Source: an optimization exercise on an open RTL-to-GDS flow (aim: a short achievable clock period). Production flows keep margins and buffers that such runs may drop.
Where RTL was checked, it was by simulation tests only, not by an equivalence proof against the original.
Function not checked in runs 2 and 3: the RTL went through the layout flow alone.
Power figures rest on the tool's default switching activity, not on a simulated workload.

==> design/flow/design.v <==
module twms_decode (
  input  logic        valid,
  input  logic [1:0]  port,        
  input  logic [31:0] w,           
  output logic        mal,         
  output logic        rng,         
  output logic        fstat,       
  output logic [1:0]  xstart,      
  output logic [1:0]  xstat,
  output logic [1:0]  bufwr,
  output logic [1:0]  bufrd,
  output logic        evpost,
  output logic        evclr,
  output logic        evpend,
  output logic [4:0]  emblk,       
  output logic [4:0]  emunblk,
  output logic        emcda,
  output logic        emsleep,
  output logic [1:0][2:0] subev,   
  output logic [1:0][2:0] irqraise,
  output logic [1:0]  irqen,
  output logic [1:0]  irqstat,
  output logic        wake
);
  logic host, env, sev;
  assign host = valid && (port == 2'd0);
  assign env  = valid && (port == 2'd1);
  assign sev  = valid && (port == 2'd2);
  logic [15:0] opd;
  always_comb
    for (int i = 0; i < 16; i++) opd[i] = (w[31:28] == 4'(i));
  logic z7_0, z23_8, z21_8, z25_24, z27_8, z7_5, z4_3, z2_0, z7_3, z27_24, z23_22;
  assign z7_0   = (w[7:0] == 8'b0);
  assign z7_5   = (w[7:5] == 3'b0);
  assign z7_3   = (w[7:3] == 5'b0);
  assign z4_3   = (w[4:3] == 2'b0);
  assign z2_0   = (w[2:0] == 3'b0);
  assign z23_8  = (w[23:8] == 16'b0);
  assign z21_8  = (w[21:8] == 14'b0);
  assign z23_22 = (w[23:22] == 2'b0);
  assign z25_24 = (w[25:24] == 2'b0);
  assign z27_24 = (w[27:24] == 4'b0);
  assign z27_8  = z27_24 && z23_8;
  logic [1:0] bus;                    
  assign bus = {!w[27] && w[26], !w[27] && !w[26]};
  logic cnt_ok, lvl_ok;
  assign cnt_ok = (w[9:7] != 3'd0) && (w[9:7] <= 3'd4);
  assign lvl_ok = (w[2:0] <= 3'd4);
  logic [4:0] lvl;
  always_comb
    for (int l = 0; l < 5; l++) lvl[l] = (w[2:0] == 3'(l));
  logic [2:0] sk, ik;
  assign sk[0] = (w[25:24] == 2'd0) && z7_0;
  assign sk[1] = (w[25:24] == 2'd1);
  assign sk[2] = (w[25:24] == 2'd2) && z7_0;
  assign ik[0] = (w[23:22] == 2'd0) && z7_0;
  assign ik[1] = (w[23:22] == 2'd1);
  assign ik[2] = (w[23:22] == 2'd2) && z7_0;
  logic wf_xstart, wf_xstat, wf_bufwr, wf_bufrd, wf_evpc, wf_evpend, wf_emlv, wf_em0,
        wf_subev, wf_irqraise, wf_irqen, wf_irqstat, wf_fstat, wf_wake;
  assign wf_xstart   = host && opd[1] && (w[6:5] == 2'b0);
  assign wf_xstat    = host && opd[2] && z25_24 && z23_8 && z7_0;
  assign wf_bufwr    = host && opd[3] && z23_8;
  assign wf_bufrd    = host && opd[4] && z25_24 && z23_8 && z7_0;
  assign wf_evpc     = host && (opd[5] || opd[6]) && z27_8 && z7_5;
  assign wf_evpend   = host && opd[7] && z27_8 && z7_0;
  assign wf_emlv     = host && (opd[8] || opd[9]) && z27_8 && z7_3;
  assign wf_em0      = host && (opd[10] || opd[11]) && z27_8 && z7_0;
  assign wf_subev    = sev && opd[12] && z23_8 && (sk != 3'b0);
  assign wf_irqraise = env && opd[13] && z25_24 && z21_8 && (ik != 3'b0);
  assign wf_irqen    = host && opd[13] && (w[25:24] == 2'd1) && z23_8 && z7_3;
  assign wf_irqstat  = host && opd[13] && (w[25:24] == 2'd2) && z23_8 && z7_0;
  assign wf_fstat    = host && opd[14] && z27_24 && z23_8 && z7_0;
  assign wf_wake     = env && opd[14] && (w[27:24] == 4'd1) && z23_8 && z7_0;
  logic wf_bus, wf_any, in_rng;
  assign wf_bus = wf_xstart || wf_xstat || wf_bufwr || wf_bufrd || wf_subev ||
                  wf_irqraise || wf_irqen || wf_irqstat;
  assign wf_any = wf_bus || wf_evpc || wf_evpend || wf_emlv || wf_em0 || wf_fstat || wf_wake;
  assign in_rng = !((wf_bus && w[27]) || (wf_xstart && !cnt_ok) || (wf_emlv && !lvl_ok));
  assign mal = !wf_any;
  assign rng = !in_rng;
  assign fstat    = wf_fstat;
  assign xstart   = {2{wf_xstart && cnt_ok}} & bus;
  assign xstat    = {2{wf_xstat}} & bus;
  assign bufwr    = {2{wf_bufwr}} & bus;
  assign bufrd    = {2{wf_bufrd}} & bus;
  assign evpost   = wf_evpc && opd[5];
  assign evclr    = wf_evpc && opd[6];
  assign evpend   = wf_evpend;
  assign emblk    = {5{wf_emlv && opd[8]}} & lvl;
  assign emunblk  = {5{wf_emlv && opd[9]}} & lvl;
  assign emcda    = wf_em0 && opd[10];
  assign emsleep  = wf_em0 && opd[11];
  assign subev[0]    = {3{wf_subev && bus[0]}} & sk;
  assign subev[1]    = {3{wf_subev && bus[1]}} & sk;
  assign irqraise[0] = {3{wf_irqraise && bus[0]}} & ik;
  assign irqraise[1] = {3{wf_irqraise && bus[1]}} & ik;
  assign irqen    = {2{wf_irqen}} & bus;
  assign irqstat  = {2{wf_irqstat}} & bus;
  assign wake     = wf_wake;
endmodule
module twms (
  input  logic        clk,
  input  logic        rst,           
  input  logic        cmd_valid,
  input  logic [1:0]  cmd_port,      
  input  logic [31:0] cmd_word,
  output logic        rsp_valid,
  output logic        rsp_ok,
  output logic [31:0] rsp_data,
  output logic [1:0]  bo0_cnt,       
  output logic [10:0] bo0_act0,
  output logic [10:0] bo0_act1,
  output logic [1:0]  bo1_cnt,       
  output logic [10:0] bo1_act0,
  output logic [10:0] bo1_act1,
  output logic        sleep_valid,   
  output logic [2:0]  sleep_level,
  output logic        pwr_asleep,    
  output logic [2:0]  pwr_level,
  output logic        halt,          
  output logic [2:0]  fcode,
  output logic [7:0]  finfo
);
  localparam logic [10:0] BA_START = 11'h000, BA_STOP = 11'h100, BA_TX = 11'h400;
  logic [1:0][2:0]  st_q;
  logic [1:0]       avail_q;
  logic [1:0]       mode_q;
  logic [1:0][6:0]  paddr_q;
  logic [1:0][7:0]  raddr_q;
  logic [1:0][2:0]  rem_q;
  logic [1:0][31:0] buf_q;
  logic [1:0][31:0] evoh_q;      
  logic [1:0][2:0]  if_q;
  logic [1:0][2:0]  ien_q;
  logic [1:0][7:0]  rxdata_q;
  logic [31:0]      ev_q;
  logic [4:0][2:0]  vote_q;
  logic [1:0]       x_xs;        
  logic [1:0]       x_bw;        
  logic [1:0][2:0]  x_hv;        
  logic             x_dlv;       
  logic [1:0][2:0]  x_irq;       
  logic [1:0][2:0]  x_clr;       
  logic [1:0]       x_ien;       
  logic             x_evpost, x_evclr;
  logic [4:0]       x_vinc, x_vdec;
  logic             f_mode;
  logic [6:0]       f_paddr;
  logic [7:0]       f_raddr;
  logic [2:0]       f_cnt;
  logic [31:0]      f_evoh;
  logic [3:0]       f_lane;
  logic [7:0]       f_byte;
  logic [2:0]       f_ien;
  logic             rsp_valid_q, rsp_okn_q;
  logic [31:0]      rsp_data_q;    
  logic [1:0][1:0]  bo_cnt_q;
  logic [1:0][10:0] bo_a0_q, bo_a1_q;
  logic             slp_valid_q;
  logic [2:0]       slp_level_q;
  logic             asleep_q;
  logic [2:0]       plevel_q;
  logic             hpn_q, fatn_q, fat_q;
  logic [2:0]       fcpn_q, fcnn_q;
  logic [7:0]       fipn_q, finn_q;
  logic             halt_cur;
  logic [2:0]       fcode_cur;
  logic [7:0]       finfo_cur;
  assign halt_cur  = ~(hpn_q & fatn_q);
  assign fcode_cur = ~(fcpn_q & fcnn_q);
  assign finfo_cur = ~(fipn_q & finn_q);
  assign rsp_valid   = rsp_valid_q;
  assign rsp_ok      = ~(rsp_okn_q | fat_q);        
  assign rsp_data    = {rsp_data_q[31:3], ~(rsp_data_q[2] & fatn_q), rsp_data_q[1],
                        ~(rsp_data_q[0] & fatn_q)};   
  assign bo0_cnt     = bo_cnt_q[0];
  assign bo0_act0    = bo_a0_q[0];
  assign bo0_act1    = bo_a1_q[0];
  assign bo1_cnt     = bo_cnt_q[1];
  assign bo1_act0    = bo_a0_q[1];
  assign bo1_act1    = bo_a1_q[1];
  assign sleep_valid = slp_valid_q;
  assign sleep_level = slp_level_q;
  assign pwr_asleep  = asleep_q;
  assign pwr_level   = plevel_q;
  assign halt        = halt_cur;
  assign fcode       = fcode_cur;
  assign finfo       = finfo_cur;
  logic [1:0][2:0]  st_n;
  logic [1:0]       avail_n;
  logic [1:0]       mode_n;
  logic [1:0][6:0]  paddr_n;
  logic [1:0][7:0]  raddr_n;
  logic [1:0][2:0]  rem_n;
  logic [1:0][31:0] buf_n;
  logic [1:0][31:0] evoh_n;
  logic [1:0][2:0]  if_n;
  logic [1:0][2:0]  ien_n;
  logic [1:0][7:0]  rxdata_n;
  logic [31:0]      ev_n;
  logic [4:0][2:0]  vote_n;
  logic [1:0][2:0] rm_q;
  always_comb begin
    for (int b = 0; b < 2; b++) begin
      rm_q[b] = rem_q[b] - 3'd1;
      st_n[b]     = st_q[b];
      avail_n[b]  = avail_q[b];
      mode_n[b]   = mode_q[b];
      paddr_n[b]  = paddr_q[b];
      raddr_n[b]  = raddr_q[b];
      rem_n[b]    = rem_q[b];
      evoh_n[b]   = evoh_q[b];
      if (x_xs[b]) begin
        st_n[b]    = 3'd1;
        avail_n[b] = 1'b0;
        mode_n[b]  = f_mode;
        paddr_n[b] = f_paddr;
        raddr_n[b] = f_raddr;
        rem_n[b]   = f_cnt;
        evoh_n[b]  = f_evoh;
      end
      if (x_hv[b][0]) begin
        case (st_q[b])
          3'd1:    st_n[b] = mode_q[b] ? 3'd2 : 3'd4;
          3'd2:    st_n[b] = 3'd3;
          3'd3:    st_n[b] = 3'd5;
          default: st_n[b] = (rm_q[b] == 3'd0) ? 3'd6 : 3'd4;
        endcase
        if (st_q[b] == 3'd4) rem_n[b] = rm_q[b];
      end
      if (x_hv[b][1]) begin
        st_n[b]  = (rm_q[b] == 3'd0) ? 3'd6 : 3'd5;
        rem_n[b] = rm_q[b];
      end
      if (x_hv[b][2]) begin
        st_n[b]    = 3'd0;
        avail_n[b] = 1'b1;
      end
      for (int j = 0; j < 4; j++) begin
        buf_n[b][8*j +: 8] = buf_q[b][8*j +: 8];
        if (x_bw[b] && f_lane[j])
          buf_n[b][8*j +: 8] = f_byte;
        if (x_hv[b][1] && (rm_q[b][1:0] == 2'(j)))
          buf_n[b][8*j +: 8] = x_dlv ? rxdata_q[b] : f_byte;
      end
      if_n[b] = (if_q[b] | x_irq[b]) & ~x_clr[b];
      ien_n[b] = x_ien[b] ? f_ien : ien_q[b];
      rxdata_n[b] = x_irq[b][1] ? f_byte : rxdata_q[b];
    end
    ev_n = ev_q;
    if (x_evpost) ev_n = ev_n | f_evoh;
    if (x_evclr)  ev_n = ev_n & ~f_evoh;
    if (x_hv[0][2]) ev_n = ev_n | evoh_q[0];
    if (x_hv[1][2]) ev_n = ev_n | evoh_q[1];
    for (int l = 0; l < 5; l++)
      vote_n[l] = x_vinc[l] ? vote_q[l] + 3'd1 : x_vdec[l] ? vote_q[l] - 3'd1 : vote_q[l];
  end
  logic [4:0]       vfull, vzero;
  logic [2:0]       cda;
  logic [1:0][2:0]  hf;           
  logic [1:0][2:0][2:0] hcode;
  logic [1:0][2:0][7:0] hinfo;
  logic [1:0][2:0][1:0] hcnt;     
  logic [1:0][10:0] ack_a0, ack_a1, rx_a0;
  logic [1:0]       dlv_on;       
  logic [2:0]       dlv_kind;
  logic             dlv_fatal;
  logic [2:0]       dlv_fcode;
  logic [7:0]       dlv_finfo;
  logic [1:0][1:0]  dlv_cnt;
  logic [1:0][10:0] dlv_a0, dlv_a1;
  logic [1:0][1:0][2:0] pend_x;
  logic [1:0][2:0]  pend;
  logic [1:0][2:0]  rm_n;
  always_comb begin
    for (int l = 0; l < 5; l++) begin
      vfull[l] = (vote_n[l] == 3'd5);
      vzero[l] = (vote_n[l] == 3'd0);
    end
    cda = 3'd4;
    for (int l = 3; l >= 0; l--)
      if (!vzero[l]) cda = 3'(l);
    for (int b = 0; b < 2; b++) begin
      rm_n[b] = rem_n[b] - 3'd1;
      hf[b][0] = !(st_n[b] == 3'd1 || st_n[b] == 3'd2 || st_n[b] == 3'd3 || st_n[b] == 3'd4);
      hf[b][1] = !(st_n[b] == 3'd3 || st_n[b] == 3'd5);
      hf[b][2] = !(st_n[b] == 3'd6) || vzero[2];
      for (int k = 0; k < 3; k++) begin
        if (k == 2 && st_n[b] == 3'd6) begin
          hcode[b][k] = 3'd2;
          hinfo[b][k] = 8'd2;
        end else begin
          hcode[b][k] = 3'd1;
          hinfo[b][k] = {2'b0, 1'(b), st_n[b], 2'(k)};
        end
      end
      hcnt[b][0] = 2'd0;
      ack_a0[b]  = BA_TX | {3'b0, buf_n[b][8*rm_n[b][1:0] +: 8]};
      ack_a1[b]  = BA_STOP;
      case (st_n[b])
        3'd1: begin
          hcnt[b][0] = 2'd1;
          ack_a0[b]  = BA_TX | {3'b0, raddr_n[b]};
        end
        3'd2: begin
          hcnt[b][0] = 2'd2;
          ack_a0[b]  = BA_START;
          ack_a1[b]  = BA_TX | {3'b0, paddr_n[b], 1'b1};
        end
        3'd4: hcnt[b][0] = (rm_n[b] == 3'd0) ? 2'd2 : 2'd1;
        default: ;
      endcase
      hcnt[b][1] = 2'd0;
      if (st_n[b] == 3'd3 || st_n[b] == 3'd5) hcnt[b][1] = (rm_n[b] == 3'd0) ? 2'd2 : 2'd1;
      hcnt[b][2] = 2'd0;
      rx_a0[b] = (rm_n[b] == 3'd0) ? 11'h300 : 11'h200;    
      pend[b] = if_n[b] & ien_n[b];
    end
    dlv_on[0] = !halt_cur && (pend[0] != 3'b0);
    dlv_on[1] = !halt_cur && (pend[0] == 3'b0) && (pend[1] != 3'b0);
    dlv_kind = 3'b000;
    dlv_fatal = 1'b0;
    dlv_fcode = 3'd0;
    dlv_finfo = 8'd0;
    for (int b = 0; b < 2; b++) begin
      pend_x[b][0] = {pend[b][2] & !pend[b][1] & !pend[b][0], pend[b][1] & !pend[b][0], pend[b][0]};
      dlv_cnt[b] = 2'd0;
      dlv_a0[b]  = pend[b][0] ? ack_a0[b] : rx_a0[b];
      dlv_a1[b]  = pend[b][0] ? ack_a1[b] : BA_STOP;
      for (int k = 0; k < 3; k++)
        if (pend_x[b][0][k]) dlv_cnt[b] = dlv_on[b] ? hcnt[b][k] : 2'd0;
    end
    for (int b = 0; b < 2; b++)
      if (dlv_on[b]) begin
        dlv_kind = pend_x[b][0];
        for (int k = 0; k < 3; k++)
          if (pend_x[b][0][k]) begin
            dlv_fatal = hf[b][k];
            dlv_fcode = hcode[b][k];
            dlv_finfo = hinfo[b][k];
          end
      end
  end
  logic            v, nv;           
  logic            d_mal, d_rng, d_fstat, d_evpost, d_evclr, d_evpend, d_emcda, d_emsleep, d_wake;
  logic [1:0]      d_xstart, d_xstat, d_bufwr, d_bufrd, d_irqen, d_irqstat;
  logic [4:0]      d_emblk, d_emunblk;
  logic [1:0][2:0] d_subev, d_irqraise;
  assign v  = cmd_valid && !rst;
  assign nv = !cmd_valid && !rst;
  twms_decode u_decode (
    .valid    (v),
    .port     (cmd_port),
    .w        (cmd_word),
    .mal      (d_mal),
    .rng      (d_rng),
    .fstat    (d_fstat),
    .xstart   (d_xstart),
    .xstat    (d_xstat),
    .bufwr    (d_bufwr),
    .bufrd    (d_bufrd),
    .evpost   (d_evpost),
    .evclr    (d_evclr),
    .evpend   (d_evpend),
    .emblk    (d_emblk),
    .emunblk  (d_emunblk),
    .emcda    (d_emcda),
    .emsleep  (d_emsleep),
    .subev    (d_subev),
    .irqraise (d_irqraise),
    .irqen    (d_irqen),
    .irqstat  (d_irqstat),
    .wake     (d_wake)
  );
  logic             h;
  logic [1:0]       e_xs, e_bw, e_sub;
  logic [1:0][2:0]  e_hv;
  logic             c1, c2, c3, c4, c5, fat_cmd, fatal, ok;
  logic [31:0]      rd, rd_src, rd_buf;
  logic             rd_base, rd_bus, rd_top, rd_xstat, rd_bufrd, rd_evpend, rd_irq,
                    rd_cda, rd_fstat, rd_ok_hi, rd_ok_mid, rd_ok_lo, rd_ok_cda;
  logic [7:0]       rd_xs;
  logic [15:0]      rd_irqv;
  logic [2:0]       fc;
  logic [7:0]       fi;
  logic             sleep_x, wake_x, sub_any;
  logic             rsp_ok_d;
  logic [31:0]      rsp_data_d;
  logic [1:0][1:0]  bo_cnt_d;
  logic [1:0][10:0] bo_a0_d, bo_a1_d;
  always_comb begin
    h = halt_cur;
    for (int b = 0; b < 2; b++) begin
      e_xs[b]  = d_xstart[b] && !h && avail_n[b] && !vfull[2];
      e_bw[b]  = d_bufwr[b] && !h && avail_n[b];
      e_sub[b] = (d_subev[b] != 3'b0) && !h;
      for (int k = 0; k < 3; k++)
        e_hv[b][k] = (d_subev[b][k] && !h && !hf[b][k]) ||
                     (nv && dlv_on[b] && dlv_kind[k] && !hf[b][k]);
    end
    c4 = v && h && !d_fstat;
    c1 = v && !h && d_mal;
    c2 = v && !h && !d_mal && d_rng;
    c3 = !h && (((d_xstart | d_bufwr) & ~avail_n) != 2'b0);
    fat_cmd = !h && ((((d_xstart & avail_n) != 2'b0) && vfull[2]) ||
                     ((d_emblk & vfull) != 5'b0) ||
                     ((d_emunblk & vzero) != 5'b0) ||
                     ((d_subev[0] & hf[0]) != 3'b0) ||
                     ((d_subev[1] & hf[1]) != 3'b0));
    c5 = fat_cmd;
    fatal = fat_cmd || (nv && dlv_fatal);
    rd_base = v && (cmd_port == 2'd0) && (cmd_word[23:0] == 24'b0);
    rd_bus  = !cmd_word[27] && (cmd_word[25:24] == 2'd0);
    rd_top  = (cmd_word[27:24] == 4'd0);
    rd_xstat  = (cmd_word[31:28] == 4'h2) && rd_bus;
    rd_bufrd  = (cmd_word[31:28] == 4'h4) && rd_bus;
    rd_evpend = (cmd_word[31:28] == 4'h7) && rd_top;
    rd_irq    = (cmd_word[31:28] == 4'hD) && !cmd_word[27] && (cmd_word[25:24] == 2'd2);
    rd_cda    = ((cmd_word[31:28] == 4'hA) || (cmd_word[31:28] == 4'hB)) && rd_top;
    rd_fstat  = (cmd_word[31:28] == 4'hE) && rd_top;
    rd_ok_hi  = rd_base && !h && (rd_bufrd || rd_evpend);
    rd_ok_mid = rd_base && ((!h && (rd_bufrd || rd_evpend || rd_irq)) || rd_fstat);
    rd_ok_lo  = rd_base && ((!h && (rd_bufrd || rd_evpend || rd_irq || rd_xstat)) || rd_fstat);
    rd_ok_cda = rd_base && !h && rd_cda;
    rd_xs   = (cmd_word[26] ? {mode_n[1], rem_n[1], st_n[1], avail_n[1]}
                            : {mode_n[0], rem_n[0], st_n[0], avail_n[0]});
    rd_buf  = cmd_word[26] ? buf_n[1] : buf_n[0];
    rd_irqv = cmd_word[26] ? {rxdata_n[1], 2'b0, ien_n[1], if_n[1]}
                           : {rxdata_n[0], 2'b0, ien_n[0], if_n[0]};
    case ({cmd_word[31], cmd_word[29], cmd_word[28]})
      3'b010:  rd_src = {24'b0, rd_xs};
      3'b000:  rd_src = rd_buf;
      3'b011:  rd_src = ev_n;
      3'b101:  rd_src = {16'b0, rd_irqv};
      default: rd_src = {16'b0, finfo_cur, 4'b0, fcode_cur, h};
    endcase
    rd[31:16] = rd_src[31:16] & {16{rd_ok_hi}};
    rd[15:8]  = rd_src[15:8]  & {8{rd_ok_mid}};
    rd[7:0]   = rd_src[7:0]   & {8{rd_ok_lo}};
    rd[2:0]   = rd[2:0] | (cda & {3{rd_ok_cda}});
    ok = v && !c4 && !d_mal && !d_rng && !c3;
    rsp_ok_d = ok;
    rsp_data_d = rd;
    rsp_data_d[0] = c1 || c3 || rd[0];
    rsp_data_d[1] = c2 || c3 || rd[1];
    rsp_data_d[2] = c4 || rd[2];
    for (int b = 0; b < 2; b++) begin
      bo_cnt_d[b] = 2'd0;
      for (int k = 0; k < 3; k++)
        if (d_subev[b][k] && !h) bo_cnt_d[b] = hcnt[b][k];
      if (nv)      bo_cnt_d[b] = dlv_cnt[b];
      if (e_xs[b]) bo_cnt_d[b] = 2'd2;
      if (!cmd_valid) begin
        bo_a0_d[b] = dlv_a0[b];
        bo_a1_d[b] = dlv_a1[b];
      end else if (cmd_word[31:28] == 4'h1) begin
        bo_a0_d[b] = BA_START;
        bo_a1_d[b] = BA_TX | {3'b0, cmd_word[24:18], 1'b0};
      end else begin
        bo_a0_d[b] = cmd_word[24] ? rx_a0[b] : ack_a0[b];
        bo_a1_d[b] = cmd_word[24] ? BA_STOP : ack_a1[b];
      end
    end
    fc = 3'd0;
    fi = 8'd0;
    if (nv && dlv_fatal) begin
      fc = dlv_fcode;
      fi = dlv_finfo;
    end
    if (!h && ((d_xstart & avail_n) != 2'b0) && vfull[2]) begin
      fc = fc | 3'd3;
      fi = fi | 8'd2;
    end
    for (int l = 0; l < 5; l++) begin
      if (!h && d_emblk[l] && vfull[l]) begin
        fc = fc | 3'd3;
        fi = fi | 8'(l);
      end
      if (!h && d_emunblk[l] && vzero[l]) begin
        fc = fc | 3'd2;
        fi = fi | 8'(l);
      end
    end
    for (int b = 0; b < 2; b++)
      for (int k = 0; k < 3; k++)
        if (!h && d_subev[b][k] && hf[b][k]) begin
          fc = fc | hcode[b][k];
          fi = fi | hinfo[b][k];
        end
    sleep_x = d_emsleep && !h;
    wake_x  = d_wake && !h;
    sub_any = (e_sub != 2'b0) || (nv && (dlv_on != 2'b0));
  end
  always_ff @(posedge clk) begin
    rsp_valid_q <= v;
    rsp_okn_q   <= !rsp_ok_d;
    rsp_data_q  <= {rsp_data_d[31:3], !rsp_data_d[2], rsp_data_d[1], !rsp_data_d[0]};
    bo_cnt_q    <= bo_cnt_d;
    bo_a0_q     <= bo_a0_d;
    bo_a1_q     <= bo_a1_d;
    slp_valid_q <= sleep_x;
    slp_level_q <= cda;
    if (rst) begin
      hpn_q    <= 1'b1;
      fatn_q   <= 1'b1;
      fat_q    <= 1'b0;
      fcpn_q   <= 3'b111;
      fcnn_q   <= 3'b111;
      fipn_q   <= 8'hff;
      finn_q   <= 8'hff;
      asleep_q <= 1'b0;
      plevel_q <= 3'd0;
    end else begin
      hpn_q    <= !h;
      fatn_q   <= !fatal;
      fat_q    <= fatal;
      fcpn_q   <= ~fcode_cur;
      fcnn_q   <= ~fc;          
      fipn_q   <= ~finfo_cur;
      finn_q   <= ~fi;
      asleep_q <= sleep_x || (asleep_q && !sub_any && !wake_x);
      if (sleep_x) plevel_q <= cda;
    end
    x_xs     <= e_xs;
    x_bw     <= e_bw;
    x_hv     <= e_hv;
    x_dlv    <= !cmd_valid;
    for (int b = 0; b < 2; b++) begin
      x_irq[b] <= d_irqraise[b] & {3{!h}};
      x_clr[b] <= {3{nv && dlv_on[b]}} & dlv_kind;
    end
    x_ien    <= d_irqen & {2{!h}};
    x_evpost <= d_evpost && !h;
    x_evclr  <= d_evclr && !h;
    for (int l = 0; l < 5; l++) begin
      x_vinc[l] <= (d_emblk[l] && !h && !vfull[l]) || (l == 2 && e_xs != 2'b0);
      x_vdec[l] <= (d_emunblk[l] && !h && !vzero[l]) ||
                   (l == 2 && (e_hv[0][2] || e_hv[1][2]));
    end
    f_mode   <= cmd_word[25];
    f_paddr  <= cmd_word[24:18];
    f_raddr  <= cmd_word[17:10];
    f_cnt    <= cmd_word[9:7];
    for (int i = 0; i < 32; i++) f_evoh[i] <= (cmd_word[4:0] == 5'(i));
    for (int i = 0; i < 4; i++)  f_lane[i] <= (cmd_word[25:24] == 2'(i));
    f_byte   <= cmd_word[7:0];
    f_ien    <= cmd_word[2:0];
    if (rst) begin
      st_q     <= '0;
      avail_q  <= '1;
      mode_q   <= '0;
      paddr_q  <= '0;
      raddr_q  <= '0;
      rem_q    <= '0;
      buf_q    <= '0;
      evoh_q   <= {2{32'd1}};
      if_q     <= '0;
      ien_q    <= '1;
      rxdata_q <= '0;
      ev_q     <= '0;
      vote_q   <= '0;
    end else begin
      st_q     <= st_n;
      avail_q  <= avail_n;
      mode_q   <= mode_n;
      paddr_q  <= paddr_n;
      raddr_q  <= raddr_n;
      rem_q    <= rem_n;
      buf_q    <= buf_n;
      evoh_q   <= evoh_n;
      if_q     <= if_n;
      ien_q    <= ien_n;
      rxdata_q <= rxdata_n;
      ev_q     <= ev_n;
      vote_q   <= vote_n;
    end
  end
endmodule
==> design/flow/flow/run.sh <==
#!/bin/bash
# Layout flow: the standard ORFS flow, with timing repair aimed at a setup
# slack margin well above what the 10 ns clock asks for, so that the resizer
# keeps working on the critical paths (the SDC is unchanged), and a last
# max-slew/max-cap repair after global routing (flow/post_grt.tcl). Port
# buffers are buf_4 (ORFS would pick a delay cell, clkdlybuf4s50_1).
# The platform's don't-use cells are extended with the slow high-stack gates
# (flow/dont_use.txt), for synthesis and for the resizer alike.
# make's output goes to standard_flow.log; each ORFS step logs under orfs/logs/.
set -euo pipefail
MARGIN=${MARGIN:-7.0}
DONT_USE=$(tr '\n' ' ' < flow/dont_use.txt)
bash standard.sh SETUP_SLACK_MARGIN=$MARGIN TNS_END_PERCENT=100 \
  "DONT_USE_CELLS=$DONT_USE" \
  "BUFFER_PORTS_ARGS=-buffer_cell sky130_fd_sc_hd__buf_4" \
  POST_GLOBAL_ROUTE_TCL=$PWD/flow/post_grt.tcl finish > standard_flow.log 2>&1
==> design/flow/flow/dont_use.txt <==
sky130_fd_sc_hd__probe_p_8
sky130_fd_sc_hd__probec_p_8
sky130_fd_sc_hd__lpflow_bleeder_1
sky130_fd_sc_hd__lpflow_clkbufkapwr_1
sky130_fd_sc_hd__lpflow_clkbufkapwr_16
sky130_fd_sc_hd__lpflow_clkbufkapwr_2
sky130_fd_sc_hd__lpflow_clkbufkapwr_4
sky130_fd_sc_hd__lpflow_clkbufkapwr_8
sky130_fd_sc_hd__lpflow_clkinvkapwr_1
sky130_fd_sc_hd__lpflow_clkinvkapwr_16
sky130_fd_sc_hd__lpflow_clkinvkapwr_2
sky130_fd_sc_hd__lpflow_clkinvkapwr_4
sky130_fd_sc_hd__lpflow_clkinvkapwr_8
sky130_fd_sc_hd__lpflow_decapkapwr_12
sky130_fd_sc_hd__lpflow_decapkapwr_3
sky130_fd_sc_hd__lpflow_decapkapwr_4
sky130_fd_sc_hd__lpflow_decapkapwr_6
sky130_fd_sc_hd__lpflow_decapkapwr_8
sky130_fd_sc_hd__lpflow_inputiso0n_1
sky130_fd_sc_hd__lpflow_inputiso0p_1
sky130_fd_sc_hd__lpflow_inputiso1n_1
sky130_fd_sc_hd__lpflow_inputiso1p_1
sky130_fd_sc_hd__lpflow_inputisolatch_1
sky130_fd_sc_hd__lpflow_isobufsrc_1
sky130_fd_sc_hd__lpflow_isobufsrc_16
sky130_fd_sc_hd__lpflow_isobufsrc_2
sky130_fd_sc_hd__lpflow_isobufsrc_4
sky130_fd_sc_hd__lpflow_isobufsrc_8
sky130_fd_sc_hd__lpflow_isobufsrckapwr_16
sky130_fd_sc_hd__lpflow_lsbuf_lh_hl_isowell_tap_1
sky130_fd_sc_hd__lpflow_lsbuf_lh_hl_isowell_tap_2
sky130_fd_sc_hd__lpflow_lsbuf_lh_hl_isowell_tap_4
sky130_fd_sc_hd__lpflow_lsbuf_lh_isowell_4
sky130_fd_sc_hd__lpflow_lsbuf_lh_isowell_tap_1
sky130_fd_sc_hd__lpflow_lsbuf_lh_isowell_tap_2
sky130_fd_sc_hd__lpflow_lsbuf_lh_isowell_tap_4
sky130_fd_sc_hd__or4_*
sky130_fd_sc_hd__nor4_*
sky130_fd_sc_hd__or4b_*
sky130_fd_sc_hd__nor4b_*
sky130_fd_sc_hd__or4bb_*
sky130_fd_sc_hd__nor4bb_*
sky130_fd_sc_hd__or3_*
sky130_fd_sc_hd__nor3_*
sky130_fd_sc_hd__or3b_*
sky130_fd_sc_hd__nor3b_*
sky130_fd_sc_hd__o41ai_*
sky130_fd_sc_hd__a41oi_*
sky130_fd_sc_hd__o41a_*
sky130_fd_sc_hd__a41o_*
sky130_fd_sc_hd__o311ai_*
sky130_fd_sc_hd__o2111ai_*
sky130_fd_sc_hd__a2111oi_*
sky130_fd_sc_hd__o2111a_*
sky130_fd_sc_hd__a2111o_*
sky130_fd_sc_hd__o311a_*
sky130_fd_sc_hd__a311oi_*
sky130_fd_sc_hd__a311o_*
sky130_fd_sc_hd__o32ai_*
sky130_fd_sc_hd__o32a_*
sky130_fd_sc_hd__a32oi_*
sky130_fd_sc_hd__a32o_*
sky130_fd_sc_hd__o221ai_*
sky130_fd_sc_hd__o221a_*
sky130_fd_sc_hd__a221oi_*
sky130_fd_sc_hd__a221o_*
sky130_fd_sc_hd__o211ai_*
sky130_fd_sc_hd__o211a_*
sky130_fd_sc_hd__a211oi_*
sky130_fd_sc_hd__a211o_*
sky130_fd_sc_hd__o31ai_*
sky130_fd_sc_hd__o31a_*
sky130_fd_sc_hd__a31oi_*
sky130_fd_sc_hd__a31o_*
sky130_fd_sc_hd__o22a_*
sky130_fd_sc_hd__a22o_*
sky130_fd_sc_hd__a2bb2o_*
sky130_fd_sc_hd__o2bb2a_*
sky130_fd_sc_hd__a2bb2oi_*
sky130_fd_sc_hd__o2bb2ai_*
sky130_fd_sc_hd__and4_*
sky130_fd_sc_hd__and4b_*
sky130_fd_sc_hd__and4bb_*
sky130_fd_sc_hd__nand4b_*
sky130_fd_sc_hd__nand4bb_*
==> design/flow/flow/post_grt.tcl <==
# After global routing's timing repair: repair max slew and capacitance
# again, with margin, since repair_timing can leave drivers at the limit.
# Same sequence as global_route.tcl uses after its own repair_design.
repair_design -slew_margin 30 -cap_margin 30
global_route -start_incremental
detailed_placement
global_route -end_incremental
estimate_parasitics -global_routing
write_guides $::env(RESULTS_DIR)/route.guide
==> design/flow/standard.sh <==
#!/bin/bash
# synth_recipe.tcl (not shown) runs the flow's synth.tcl, then flattens the netlist and writes it again
# the make line also repeats each setting of config.mk as NAME=value (left out here)
make -C /OpenROAD-flow-scripts/flow DESIGN_CONFIG=/design/flow/config.mk WORK_HOME=/design/flow/orfs CLKGATE_MAP_FILE= SYNTH_SCRIPT=/design/flow/synth_recipe.tcl "${@:-finish}"
==> design/flow/config.mk <==
export PLATFORM = sky130hd
export DESIGN_NAME = twms
export DESIGN_NICKNAME = twms
export VERILOG_FILES = /design/flow/design.v
export SDC_FILE = /design/flow/constraint.sdc
export NUM_CORES = 4
export LEC_CHECK = 0
export CAP_MARGIN = 20
export CORE_MARGIN = 2
export CORE_UTILIZATION = 40
export PLACE_DENSITY = 0.6
export SLEW_MARGIN = 20
==> design/flow/constraint.sdc <==
create_clock -name core_clock -period 10.0 [get_ports {clk}]
set_input_delay 2.0000 -clock core_clock [delete_from_list [all_inputs] [get_ports {clk}]]
set_output_delay 2.0000 -clock core_clock [all_outputs]
set_load 0.01 [all_outputs]
==> impl_metrics.yaml, run 1 <==
status:
  status: "no timing/DRC/antenna violations"
logic_synthesis:
  yosysUniqueCellTypes: 46
  synth_top_area_frac: 0.454
  syn_avg_cell_area_um2: 8.72
  syn_area_um2: 20100
  synth_area_leader_cell: "dfxtp_1"
  synth-async-reset-ratio: 0
  syn_inst: 2300
  synth_edf_count: 0
  synthFlopType: "dfxtp_1"
  synth_area_leaders: "dfxtp_1, nor2_1, mux2i_1"
  yosys_warnings: 2
  synth-seq-area-share: 0.454
  ys_seq_elements: 455
route:
  final_antenna_net_count: 0
  met1Wirelength_um: 31400
  wire_per_inst_um: 22.5
  avgViaCountPerCell: 5.61
  drc: 0
  drt_pass1_iterations: 6
  first_iter_violations: 1687
  wl_um: 70700
  top_layer: "met4"
  wl_met3_um: 4980
  vias: 17700
  dr_wl_met2_um: 32300
place:
  io_buffers: 133
  gp_congestion: 0.933
  hpwlAfterDp_um: 48500
  post_dp_cell_area_um2: 21600
  dpl_worst_slack_ps: 5590
sta:
  slew_viol_final: 0
  finalHoldViolations: 0
  slew_headroom: 0.442
  fin_crit_sh: 0.324
  setup_viol: 0
  tightest_slew_ps: 836
  min_period_ps: 3240
  setup_ws_ps: 6760
  finalClockSkew_ps: 20.8
  fmax_mhz: 309
  tns_ps: 0
cells_and_area:
  area_delta_synth_final_pct: 27.2
  final_core_util: 0.512
  layout.filler_cells: 4658
  diodes: 0
  final_area_um2: 25500
  ff_latch_area_um2: 9280
  drive_gt1_frac: 0.266
  multi_input_area_um2: 11100
  fin_nets: 2499
setup_path:
  critPathMaxFanout: 8
  cp_top_family: "simple AND/OR/NAND/NOR gates"
  critPathLaunchType: "input pin"
  crit_buf_inv: 3
  startpoint: "cmd_word[10]"
  crit_type: "in -> reg"
  crit_chain: "buf_6, nor2_4, nand4_1, nor2_4, buf_12, buf_12, nand4_1, nor2_4, a21oi_1, a21boi_2, and3b_1"
  arrival_ps: 3710
  r2r-start: "rem_q[3]"
  cp_data_required_time_ps: 10470
  cpPeakStageDelay_ps: 250
  cp_slowest_cell: "nor2_4"
  critical_path.endpoint_type: "register"
  path_common_cell: "nor2_4"
power_and_ir_drop:
  ir_worst_vdd_v: 0.000127
  power_density_nw_per_um2: 152
  leakage_nw: 9.93
  total_power_mw: 3.87
clocking:
  root_buffer: "clkbuf_16"
  clock_latency_ps: 590
  cts_resized: 334
  numCtsBuffers: 50
  clk_path_buf_depth: 3
  clk_pin_slew_ps: 60
  htree_levels: 2
  cts_hold_buffers: 0
  clock-sinks: 455
  post-cts-setup-buffers: 53
  cts_tree: "built"
global_routing:
  grt_pass1_wl_um: 106000
  grt_start_max_net_pins: 99
  overflow: 0
  grt_usage: 0.262
  antenna_found_initial: 0
  grt_pass1_vias: 17200
floorplan:
  ios: 139
  core_area_um2: 49900
  fp-row-count: 82
  start_util: 0.402
  dieArea_um2: 52000
  die_w_um: 228
  die_y_um: 228
min_path:
  worst_hold_startpoint: "fcpn_q[0]"
  min_path_type: "reg -> reg"
job:
  maxCapViolations: 0
==> through the flow <==
step / std cells / hold WS, ps
2_1_floorplan: 2304 / 444
3_3_place_gp: 2976 / 456
3_5_place_dp: 2976 / 479
4_1_cts: 3127 / 483
6_report: 3149 / 492
==> where the power goes <==
part | switching (mW) | internal [mW] | leakage [nW] | total, mW
Sequential | 0.0163 | 1.82 | 3.72 | 1.84
Clock | 0.771 | 1.10 | 0.825 | 1.87
Combinational | 0.100 | 0.0628 | 5.39 | 0.163
Total | 0.888 | 2.98 | 9.93 | 3.87
==> cell usage in the layout (no fill, tap or decap), types with 42 or more instances in the layout <==
cell type	Yosys	routed
dfxtp_1	455	351
mux2i_1	157	154
clkbuf_16	0	53
dfxtp_2	0	86
inv_1	45	45
nand3_1	53	42
buf_6	0	117
nand2b_1	48	42
o21ai_0	70	45
a21oi_1	100	89
nand2_1	167	146
nor2_4	0	44
a222oi_1	44	44
a21o_1	50	50
buf_4	35	79
nor2_1	480	424
o21bai_1	68	68
o22ai_1	81	77
==> synthesized netlist by cell type (all sizes together) (5+ instances only) <==
cell type / instances
nand3b: 29
o21a: 5
nand2b: 49
a222oi: 44
mux2i: 157
o22ai: 82
clkbuf: 85
dfxtp: 455
and3: 39
ha: 24
o21ai: 78
nand2: 167
or2: 22
a21o: 50
buf: 60
inv: 46
and2: 22
o21bai: 68
nand3: 53
a21oi: 100
nor2: 485
a22oi: 29
mux4: 16
xnor2: 9
and3b: 18
nand4: 19
mux2: 30
nor2b: 42
==> final timing paths <==
check                                 end  slack (ps)  depth (start not counted)
worst max-delay path            finn_q[2]        6760                         11
worst min-delay path            fcpn_q[0]         490                          2
worst max register to register  finn_q[2]        6940                         11
worst min register to register  fcpn_q[0]         490                          2
==> tightest hold or removal path, delay by kind of cell (launching register included) <==
family / cells / cell delay (ps)
DFF: 1 / 330
and+or+nand+nor: 2 / 130
==> sequential cells by signal, summed over array words and instances (netlist names), 6 cells and up <==
signal / flops
st_q: 6
raddr_q: 16
evoh_q: 64
f_paddr: 7
vote_q: 15
rxdata_q: 16
if_q: 6
ien_q: 6
rsp_data_q: 32
buf_q: 64
f_evoh: 32
bo_a1_q: 20
rem_q: 6
bo_a0_q: 22
finn_q: 6
x_hv: 6
paddr_q: 14
x_clr: 6
ev_q: 32
x_irq: 6
f_raddr: 8
fipn_q: 6
==> per-layer routing <==
layer,track usage,vias up
met5,0,-
met3,0.0431,114
li1,-,8250
met4,0.0809,0
met1,0.361,8604
met2,0.420,687
==> final cells by class <==
type / count / area share
multi-input cells: 1659 / 0.434
well taps: 672 / 0.0329
clock buffers: 67 / 0.0555
inverters: 47 / 0.00711
flip-flops and latches: 455 / 0.364
clock inverters: 24 / 0.00932
repair buffers: 225 / 0.0972
==> kinds of logic after synthesis <==
logic type | after synthesis | share of synthesized area
muxes | 203 | 0.113
AOI/OAI and AO/OA | 466 | 0.154
xor gates and xnor gates | 13 | 0.00567
buffers and inverters | 192 | 0.0430
other | 1 | 0.000187
and+or+nand+nor | 946 | 0.215
DFF | 455 | 0.454
adders and majority gates | 24 | 0.0150
==> run 2: changes to the inputs <==
--- a/design/flow/design.v
+++ b/design/flow/design.v
@@ -377,6 +377,7 @@
   logic [1:0]       e_xs, e_bw, e_sub;
   logic [1:0][2:0]  e_hv;
   logic             c1, c2, c3, c4, c5, fat_cmd, fatal, ok;
+  logic             ck_xs, ck_em, ck_sub, sp_xs, sp_blk, sp_unb, sp_sub, f_xs, f_blk, f_unb, f_sub;
   logic [31:0]      rd, rd_src, rd_buf;
   logic             rd_base, rd_bus, rd_top, rd_xstat, rd_bufrd, rd_evpend, rd_irq,
                     rd_cda, rd_fstat, rd_ok_hi, rd_ok_mid, rd_ok_lo, rd_ok_cda;
@@ -403,11 +404,22 @@
     c1 = v && !h && d_mal;
     c2 = v && !h && !d_mal && d_rng;
     c3 = !h && (((d_xstart | d_bufwr) & ~avail_n) != 2'b0);
-    fat_cmd = !h && ((((d_xstart & avail_n) != 2'b0) && vfull[2]) ||
-                     ((d_emblk & vfull) != 5'b0) ||
-                     ((d_emunblk & vzero) != 5'b0) ||
-                     ((d_subev[0] & hf[0]) != 3'b0) ||
-                     ((d_subev[1] & hf[1]) != 3'b0));
+    ck_xs  = v && (cmd_port == 2'd0) && (cmd_word[6:5] == 2'b0) && !cmd_word[27] &&
+             (cmd_word[9:7] != 3'd0) && (cmd_word[9:7] <= 3'd4);
+    ck_em  = v && (cmd_port == 2'd0) && (cmd_word[27:3] == 25'b0);
+    ck_sub = v && (cmd_port == 2'd2) && (cmd_word[23:8] == 16'b0) && !cmd_word[27] &&
+             ((cmd_word[25:24] == 2'd1) ||
+              (((cmd_word[25:24] == 2'd0) || (cmd_word[25:24] == 2'd2)) && (cmd_word[7:0] == 8'b0)));
+    sp_xs  = (cmd_word[31:28] == 4'h1) && avail_n[cmd_word[26]] && vfull[2];
+    sp_blk = (cmd_word[31:28] == 4'h8) && (cmd_word[2:0] <= 3'd4) && vfull[cmd_word[2:0]];
+    sp_unb = (cmd_word[31:28] == 4'h9) && (cmd_word[2:0] <= 3'd4) && vzero[cmd_word[2:0]];
+    sp_sub = (cmd_word[31:28] == 4'hC) && (cmd_word[25:24] != 2'd3) &&
+             hf[cmd_word[26]][cmd_word[25:24]];
+    f_xs   = !h && ck_xs && sp_xs;
+    f_blk  = !h && ck_em && sp_blk;
+    f_unb  = !h && ck_em && sp_unb;
+    f_sub  = !h && ck_sub && sp_sub;
+    fat_cmd = f_xs || f_blk || f_unb || f_sub;
     c5 = fat_cmd;
     fatal = fat_cmd || (nv && dlv_fatal);
     rd_base = v && (cmd_port == 2'd0) && (cmd_word[23:0] == 24'b0);
@@ -468,26 +480,22 @@
       fc = dlv_fcode;
       fi = dlv_finfo;
     end
-    if (!h && ((d_xstart & avail_n) != 2'b0) && vfull[2]) begin
+    if (f_xs) begin
       fc = fc | 3'd3;
       fi = fi | 8'd2;
     end
-    for (int l = 0; l < 5; l++) begin
-      if (!h && d_emblk[l] && vfull[l]) begin
-        fc = fc | 3'd3;
-        fi = fi | 8'(l);
-      end
-      if (!h && d_emunblk[l] && vzero[l]) begin
-        fc = fc | 3'd2;
-        fi = fi | 8'(l);
-      end
+    if (f_blk) begin
+      fc = fc | 3'd3;
+      fi = fi | {5'b0, cmd_word[2:0]};
+    end
+    if (f_unb) begin
+      fc = fc | 3'd2;
+      fi = fi | {5'b0, cmd_word[2:0]};
+    end
+    if (f_sub) begin
+      fc = fc | hcode[cmd_word[26]][cmd_word[25:24]];
+      fi = fi | hinfo[cmd_word[26]][cmd_word[25:24]];
     end
-    for (int b = 0; b < 2; b++)
-      for (int k = 0; k < 3; k++)
-        if (!h && d_subev[b][k] && hf[b][k]) begin
-          fc = fc | hcode[b][k];
-          fi = fi | hinfo[b][k];
-        end
     sleep_x = d_emsleep && !h;
     wake_x  = d_wake && !h;
     sub_any = (e_sub != 2'b0) || (nv && (dlv_on != 2'b0));
==> run 2 against run 1 <==
Net effect: still clean on timing, DRC and antenna; clock-buffer cell count shrank 2; synthesized cell count increased by 5.0%; hold slack got worse by 11 ps; worst setup slack lost 230 ps; combinational power up 35%; first-iteration DRC count up 4.6%; register-to-register slack got worse by 240 ps; total power rose by 2.5%; largest cell class unchanged.
==> impl_metrics.yaml, run 2 <==
status:
  status: "no timing/DRC/antenna violations"
cells_and_area:
  fin_nets: 2658
  layout_common_cells: "nor2_1, dfxtp_1, nand2_1"
  area_delta_synth_final_pct: 27.2
  ff_latch_area_um2: 9300
  mostFrequentLayoutCell: "nor2_1"
  largestRegisters: "buf_q (64), evoh_q (64)"
  multi_input_area_um2: 11500
  layout.filler_cells: 4701
  drive_gt1_frac: 0.256
logic_synthesis:
  synth_area_leaders: "dfxtp_1, nor2_1, mux2i_1"
  synth_most_common_cell: "nor2_1"
  ys_seq_elements: 457
  yosysUniqueCellTypes: 46
  syn_area_um2: 20700
  synth-async-reset-ratio: 0
  synth-seq-area-share: 0.443
  yosys_warnings: 2
  synth_top_area_frac: 0.443
  syn_avg_cell_area_um2: 8.55
  synth_edf_count: 0
  synthFlopType: "dfxtp_1"
  synth_common_cells: "nor2_1, dfxtp_1, nand2_1, mux2i_1, a21oi_1"
  syn_inst: 2415
  synth_area_leader_cell: "dfxtp_1"
floorplan:
  start_util: 0.404
  die_w_um: 231
  core_area_um2: 51200
  dieArea_um2: 53500
  ios: 139
  fp-row-count: 83
  die_y_um: 231
clocking:
  clock-sinks: 457
  clock_latency_ps: 610
  root_buffer: "clkbuf_16"
  post-cts-setup-buffers: 59
  clk_path_buf_depth: 3
  cts_resized: 379
  cts_hold_buffers: 0
  clk_pin_slew_ps: 70
  htree_levels: 2
  numCtsBuffers: 50
  cts_tree: "built"
route:
  drt_pass1_iterations: 9
  vias: 18600
  drc: 0
  wl_um: 73100
  final_antenna_net_count: 0
  first_iter_violations: 1765
  avgViaCountPerCell: 5.64
  wire_per_inst_um: 22.2
sta:
  min_period_ps: 3470
  fin_crit_sh: 0.347
  slew_viol_final: 0
  hold_ws_ps: 480
  tns_ps: 0
  setup_viol: 0
  finalClockSkew_ps: 20.1
  fmax_mhz: 289
  slew_headroom: 0.318
  finalHoldViolations: 0
  tightest_slew_ps: 1020
setup_path:
  critical_path.endpoint_type: "register"
  arrival_ps: 4010
  crit_type: "in -> reg"
  critPathLaunchType: "input pin"
  critPathMaxFanout: 4
  cp_data_required_time_ps: 10550
  cp_slowest_cell: "fa_2"
  cpPeakStageDelay_ps: 570
  crit_chain: "buf_12, ha_4, fa_2, inv_2, a222oi_1, buf_4, buf_4, buf_6, nor2_2, nor2_2, and3_1"
min_path:
  min_path_type: "reg -> reg"
global_routing:
  antenna_found_initial: 1
  grt_start_max_net_pins: 107
  grt_usage: 0.266
  grt_pass1_vias: 18100
  grt_pass1_wl_um: 110000
  overflow: 0
job:
  maxCapViolations: 0
power_and_ir_drop:
  ir_worst_vdd_v: 0.000112
  leakage_nw: 10.4
  power_density_nw_per_um2: 151
place:
  hpwlAfterDp_um: 50400
  io_buffers: 134
  gp_congestion: 0.907
==> run 2: worst paths after layout <==
check                                  start         end  slack (ps)  cells after the start
worst max-delay path            cmd_word[24]      fatn_q        6530                     11
worst min-delay path              avail_q[0]  avail_q[0]         480                      2
worst max register to register      rem_q[1]      fatn_q        6700                     15
worst min register to register    avail_q[0]  avail_q[0]         480                      2
==> run 2: layout make-up <==
type                            instances  share of cell area
Multi-Input combinational cell       1756               0.437
Sequential cell                       457               0.354
Timing Repair Buffer                  255               0.103
Clock buffer                           65              0.0532
Tap cell                              680              0.0324
Clock inverter                         28              0.0113
Inverter                               57             0.00895
Antenna cell                            1           0.0000952
==> run 2: where the power goes <==
part           leakage, nW  switching [mW]  internal [mW]
clock                0.838           0.802           1.10
sequential            3.73          0.0149           1.83
combinational         5.85           0.132         0.0882
==> run 2: worst max-delay path, delay by kind of cell <==
family                     cells  cell delay (ps)
and+or+nand+nor                3              290
AOI/OAI and AO/OA              1              380
adders and majority gates      2              730
buffers and inverters          5              600
==> run 2: per-layer routing <==
layer / global-route usage / share of wire
met1: 0.359 / 0.44
met2: 0.423 / 0.45
met3: 0.0404 / 0.067
met4: 0.110 / 0.043
met5: 0 / 0
==> run 2: per-stage QoR <==
step                      cell area [um^2]  std cells  utilization  setup WS [ps]  total power, mW
final                                26300       3299        0.513           6530             3.96
after CTS                            25600       3251        0.500           6610             3.97
after detailed placement             22100       3094        0.432           5390             2.04
after global placement               22100       3094        0.432           5460             2.04
after floorplan                      21000       2418            -           6120             1.98
==> run 2: cells by family (layout without fill, tap and decap cells) <==
family | count (synthesis) | in the layout | synth area share
AND/OR/NAND/NOR | 995 | 996 | 0.214
other | 1 | 5 | 0.000182
adder cells (fa/ha/maj) | 44 | 44 | 0.0270
flip-flops | 457 | 457 | 0.443
multiplexers | 201 | 201 | 0.109
XOR/XNOR | 14 | 14 | 0.00593
buffers and inverters | 207 | 405 | 0.0441
AO/OA/AOI/OAI | 496 | 497 | 0.158
==> run 3: changes to the inputs <==
--- a/design/flow/design.v
+++ b/design/flow/design.v
@@ -161,15 +161,15 @@
   logic [2:0]       slp_level_q;
   logic             asleep_q;
   logic [2:0]       plevel_q;
-  logic             hpn_q, fatn_q, fat_q;
-  logic [2:0]       fcpn_q, fcnn_q;
-  logic [7:0]       fipn_q, finn_q;
+  logic             hpn_q, fatn_q, hp_q, fat_q;
+  logic [2:0]       fcpn_q, fcnn_q, fcp_q, fcn_q;
+  logic [7:0]       fipn_q, finn_q, fip_q, fin_q;
   logic             halt_cur;
   logic [2:0]       fcode_cur;
   logic [7:0]       finfo_cur;
-  assign halt_cur  = ~(hpn_q & fatn_q);
-  assign fcode_cur = ~(fcpn_q & fcnn_q);
-  assign finfo_cur = ~(fipn_q & finn_q);
+  assign halt_cur  = hp_q | fat_q;
+  assign fcode_cur = fcp_q | fcn_q;
+  assign finfo_cur = fip_q | fin_q;
   assign rsp_valid   = rsp_valid_q;
   assign rsp_ok      = ~(rsp_okn_q | fat_q);        
   assign rsp_data    = {rsp_data_q[31:3], ~(rsp_data_q[2] & fatn_q), rsp_data_q[1],
@@ -184,9 +184,9 @@
   assign sleep_level = slp_level_q;
   assign pwr_asleep  = asleep_q;
   assign pwr_level   = plevel_q;
-  assign halt        = halt_cur;
-  assign fcode       = fcode_cur;
-  assign finfo       = finfo_cur;
+  assign halt        = ~(hpn_q & fatn_q);
+  assign fcode       = ~(fcpn_q & fcnn_q);
+  assign finfo       = ~(fipn_q & finn_q);
   logic [1:0][2:0]  st_n;
   logic [1:0]       avail_n;
   logic [1:0]       mode_n;
@@ -377,6 +377,9 @@
   logic [1:0]       e_xs, e_bw, e_sub;
   logic [1:0][2:0]  e_hv;
   logic             c1, c2, c3, c4, c5, fat_cmd, fatal, ok;
+  logic             sb_hf;
+  logic [2:0]       sb_hc;
+  logic [7:0]       sb_hi;
   logic             ck_xs, ck_em, ck_sub, sp_xs, sp_blk, sp_unb, sp_sub, f_xs, f_blk, f_unb, f_sub;
   logic [31:0]      rd, rd_src, rd_buf;
   logic             rd_base, rd_bus, rd_top, rd_xstat, rd_bufrd, rd_evpend, rd_irq,
@@ -413,8 +416,17 @@
     sp_xs  = (cmd_word[31:28] == 4'h1) && avail_n[cmd_word[26]] && vfull[2];
     sp_blk = (cmd_word[31:28] == 4'h8) && (cmd_word[2:0] <= 3'd4) && vfull[cmd_word[2:0]];
     sp_unb = (cmd_word[31:28] == 4'h9) && (cmd_word[2:0] <= 3'd4) && vzero[cmd_word[2:0]];
-    sp_sub = (cmd_word[31:28] == 4'hC) && (cmd_word[25:24] != 2'd3) &&
-             hf[cmd_word[26]][cmd_word[25:24]];
+    sb_hf = 1'b0;
+    sb_hc = 3'd0;
+    sb_hi = 8'd0;
+    for (int b = 0; b < 2; b++)
+      for (int k = 0; k < 3; k++)
+        if (cmd_word[26] == 1'(b) && cmd_word[25:24] == 2'(k)) begin
+          sb_hf = hf[b][k];
+          sb_hc = hcode[b][k];
+          sb_hi = hinfo[b][k];
+        end
+    sp_sub = (cmd_word[31:28] == 4'hC) && sb_hf;
     f_xs   = !h && ck_xs && sp_xs;
     f_blk  = !h && ck_em && sp_blk;
     f_unb  = !h && ck_em && sp_unb;
@@ -493,8 +505,8 @@
       fi = fi | {5'b0, cmd_word[2:0]};
     end
     if (f_sub) begin
-      fc = fc | hcode[cmd_word[26]][cmd_word[25:24]];
-      fi = fi | hinfo[cmd_word[26]][cmd_word[25:24]];
+      fc = fc | sb_hc;
+      fi = fi | sb_hi;
     end
     sleep_x = d_emsleep && !h;
     wake_x  = d_wake && !h;
@@ -512,21 +524,31 @@
     if (rst) begin
       hpn_q    <= 1'b1;
       fatn_q   <= 1'b1;
+      hp_q     <= 1'b0;
       fat_q    <= 1'b0;
       fcpn_q   <= 3'b111;
       fcnn_q   <= 3'b111;
+      fcp_q    <= 3'b000;
+      fcn_q    <= 3'b000;
       fipn_q   <= 8'hff;
       finn_q   <= 8'hff;
+      fip_q    <= 8'h00;
+      fin_q    <= 8'h00;
       asleep_q <= 1'b0;
       plevel_q <= 3'd0;
     end else begin
       hpn_q    <= !h;
       fatn_q   <= !fatal;
+      hp_q     <= h;
       fat_q    <= fatal;
       fcpn_q   <= ~fcode_cur;
       fcnn_q   <= ~fc;          
+      fcp_q    <= fcode_cur;
+      fcn_q    <= fc;
       fipn_q   <= ~finfo_cur;
       finn_q   <= ~fi;
+      fip_q    <= finfo_cur;
+      fin_q    <= fi;
       asleep_q <= sleep_x || (asleep_q && !sub_any && !wake_x);
       if (sleep_x) plevel_q <= cda;
     end
==> run 3 against run 2 <==
Net effect: wire length grew 2.7%; die area is 0.78% higher; clock skew is essentially flat; combinational power down about 20%; design area shrank 1.9%; core utilization decreased by 1.2 points; synthesized cell count down 0.37%; sequential share of layout area grew 2.0 points; fmax grew 4.2%; non-clock buffer count decreased by 53; sequential power grew 3%; critical path type unchanged; highest routed layer is now met5.
==> impl_metrics.yaml, run 3 <==
status:
  status: "no timing/DRC/antenna violations"
route:
  final_antenna_net_count: 0
  drc: 0
  drt_pass1_iterations: 6
  first_iter_violations: 2202
  wire_per_inst_um: 23.2
  wl_um: 75100
  avgViaCountPerCell: 5.70
  vias: 18500
clocking:
  cts_hold_buffers: 0
  clock_latency_ps: 610
  cts_resized: 321
  clk_pin_slew_ps: 60
  clock-sinks: 472
  root_buffer: "clkbuf_16"
  numCtsBuffers: 51
  clk_path_buf_depth: 3
  htree_levels: 2
  post-cts-setup-buffers: 34
  cts_tree: "built"
sta:
  slew_headroom: 0.361
  setup_viol: 0
  finalHoldViolations: 0
  tightest_slew_ps: 956
  fin_crit_sh: 0.333
  fmax_mhz: 301
  hold_ws_ps: 490
  tns_ps: 0
  slew_viol_final: 0
  min_period_ps: 3330
  finalClockSkew_ps: 20.2
setup_path:
  rr_endpoint: "rsp_data_q[0]"
  arrival_ps: 3820
  cp_slowest_cell: "or2_4"
  crit_chain: "buf_8, nor2_4, nand4_1, nor2_4, nand4_1, or2_4, a21oi_2, a22oi_2, o21bai_4, o21a_1"
  cpPeakStageDelay_ps: 300
  critPathCapture: "finn_q[3]"
  cp_data_required_time_ps: 10500
  critPathLaunchType: "input pin"
  critical_path.endpoint_type: "register"
  startpoint: "cmd_word[20]"
  rr_worst_depth: 8
  critPathMaxFanout: 6
  crit_type: "in -> reg"
  r2r-start: "x_xs[0]"
  regToRegSetupSlack_ps: 6990
logic_synthesis:
  synth_edf_count: 0
  synth-async-reset-ratio: 0
  synth_top_area_frac: 0.454
  synth-seq-area-share: 0.454
  syn_inst: 2406
  synth_area_leaders: "dfxtp_1, nor2_1, mux2i_1"
  synthFlopType: "dfxtp_1"
  syn_area_um2: 20800
  synth_most_common_cell: "dfxtp_1"
  synth_area_leader_cell: "dfxtp_1"
  ys_seq_elements: 472
  syn_avg_cell_area_um2: 8.65
  yosys_warnings: 2
  yosysUniqueCellTypes: 43
  synth_common_cells: "dfxtp_1, nor2_1, nand2_1, mux2i_1, a21oi_1"
global_routing:
  grt_pass1_vias: 17400
  overflow: 0
  antenna_found_initial: 3
  grt_pass1_wl_um: 110000
  grt_usage: 0.271
  grt_start_max_net_pins: 109
floorplan:
  fp-row-count: 83
  die_w_um: 232
  start_util: 0.405
  ios: 139
  core_area_um2: 51400
  die_y_um: 232
  dieArea_um2: 53900
cells_and_area:
  mostFrequentLayoutCell: "nor2_1"
  fin_nets: 2579
  layout_common_cells: "nor2_1, dfxtp_1, nand2_1"
  final_core_util: 0.501
  largestRegisters: "buf_q (64), evoh_q (64)"
  area_delta_synth_final_pct: 23.7
  drive_gt1_frac: 0.230
  diodes: 0
job:
  maxCapViolations: 0
power_and_ir_drop:
  ir_worst_vdd_v: 0.000126
  leakage_nw: 10.3
  power_density_nw_per_um2: 155
place:
  io_buffers: 133
  hpwlAfterDp_um: 52400
  gp_congestion: 0.961
min_path:
  min_path_type: "reg -> reg"
-- run 3: cell count changes after synthesis, sizes merged, moves of 15 or more --
cell,previous run,this run
nor2,495,455
and2,47,26
ha,43,26
dfxtp,457,472
a21oi,125,109
nor2b,16,50
mux2i,161,146
-- run 3: through the flow --
step / instance area, um^2 / total power, mW / cells / setup WS, ps
2_1_floorplan: 21100 / 2.02 / 2410 / 6340
3_3_place_gp: 22300 / 2.08 / 3083 / 5240
3_5_place_dp: 22300 / 2.08 / 3083 / 5110
4_1_cts: 25400 / 4.01 / 3217 / 6730
6_report: 25800 / 3.99 / 3236 / 6670
-- run 3: cell type report --
| type | count | area (um^2) |
|---|---|---|
| clock buffer | 79 | 1540 |
| clock inverter | 14 | 173 |
| fill | 4868 | 25600 |
| inverter | 66 | 256 |
| multi-input combinational | 1723 | 11100 |
| sequential | 472 | 9630 |
| tap | 680 | 851 |
| timing repair buffer | 202 | 2250 |
-- run 3: worst min-delay path by stage --
stage                     from          to  slack, ps  cells after the start
floorplan           evoh_q[32]  evoh_q[32]        450                      2
global placement    evoh_q[32]  evoh_q[32]        460                      2
detailed placement  evoh_q[32]  evoh_q[32]        480                      2
CTS                 evoh_q[32]  evoh_q[32]        490                      2
finish              evoh_q[32]  evoh_q[32]        490                      2
-- run 3: critical path: cells and delay by family --
family	cells	cell delay, ps
simple gates	5	1100
compound gates	4	620
buf+inv	1	100
-- run 3: kinds of logic after synthesis --
group	Yosys count	share of synthesized area
other	1	0.000180
adder cells (fa/ha/maj)	26	0.0156
AND/OR/NAND/NOR	987	0.215
XOR/XNOR	13	0.00547
AO/OA/AOI/OAI	491	0.155
multiplexers	199	0.109
flip-flops	472	0.454
buffers and inverters	217	0.0458
-- run 3: metal layers --
metal  routed length, um  up-vias  GRT usage  part of all wire
met2               34400      866      0.434              0.46
met3                5690      146     0.0392             0.076
met5                  23        -          0           0.00031
met1               32600     8908      0.373              0.43
met4                2460        4     0.0925             0.033
li1                    -     8531          -                 -
-- run 3: power by group --
group	leakage (nW)	switching [mW]	internal [mW]
combinational	5.63	0.109	0.0668
sequential	3.85	0.0161	1.89
clock	0.837	0.797	1.11

what the ideal ports hide:
How much do the figures lean on ideal ports? The routed layouts below were timed once more, with nothing changed but the port constraints. Step 1, drivers: a clkbuf_16 drives clk and a buf_2 each remaining input, both assumed. Step 2 moves the port delays by t, midway between the first and last clock arrival at a register: inputs arrive t later, outputs are due t later. That takes back most of the time a late clock gives input paths. a / b / c = no drivers / after step 1 / after step 2; a / b = the first two.
run | t, ns | setup WS [ns] | hold slack, ns | cell pins on the clock port's net
run 1 | 0.637 | 6.765 / 6.712 / 6.085 | 0.492 / 0.492 / 0.492 | 1
run 2 | 0.662 | 6.535 / 6.516 / 5.854 | 0.480 / 0.480 / 0.480 | 1
run 3 | 0.661 | 6.674 / 6.602 / 5.941 | 0.490 / 0.490 / 0.490 | 1
After both steps every run listed still meets setup and hold. For run 3, which loses most, drivers alone change the setup slack by -0.072 ns; drivers and shift together by -0.733 ns.
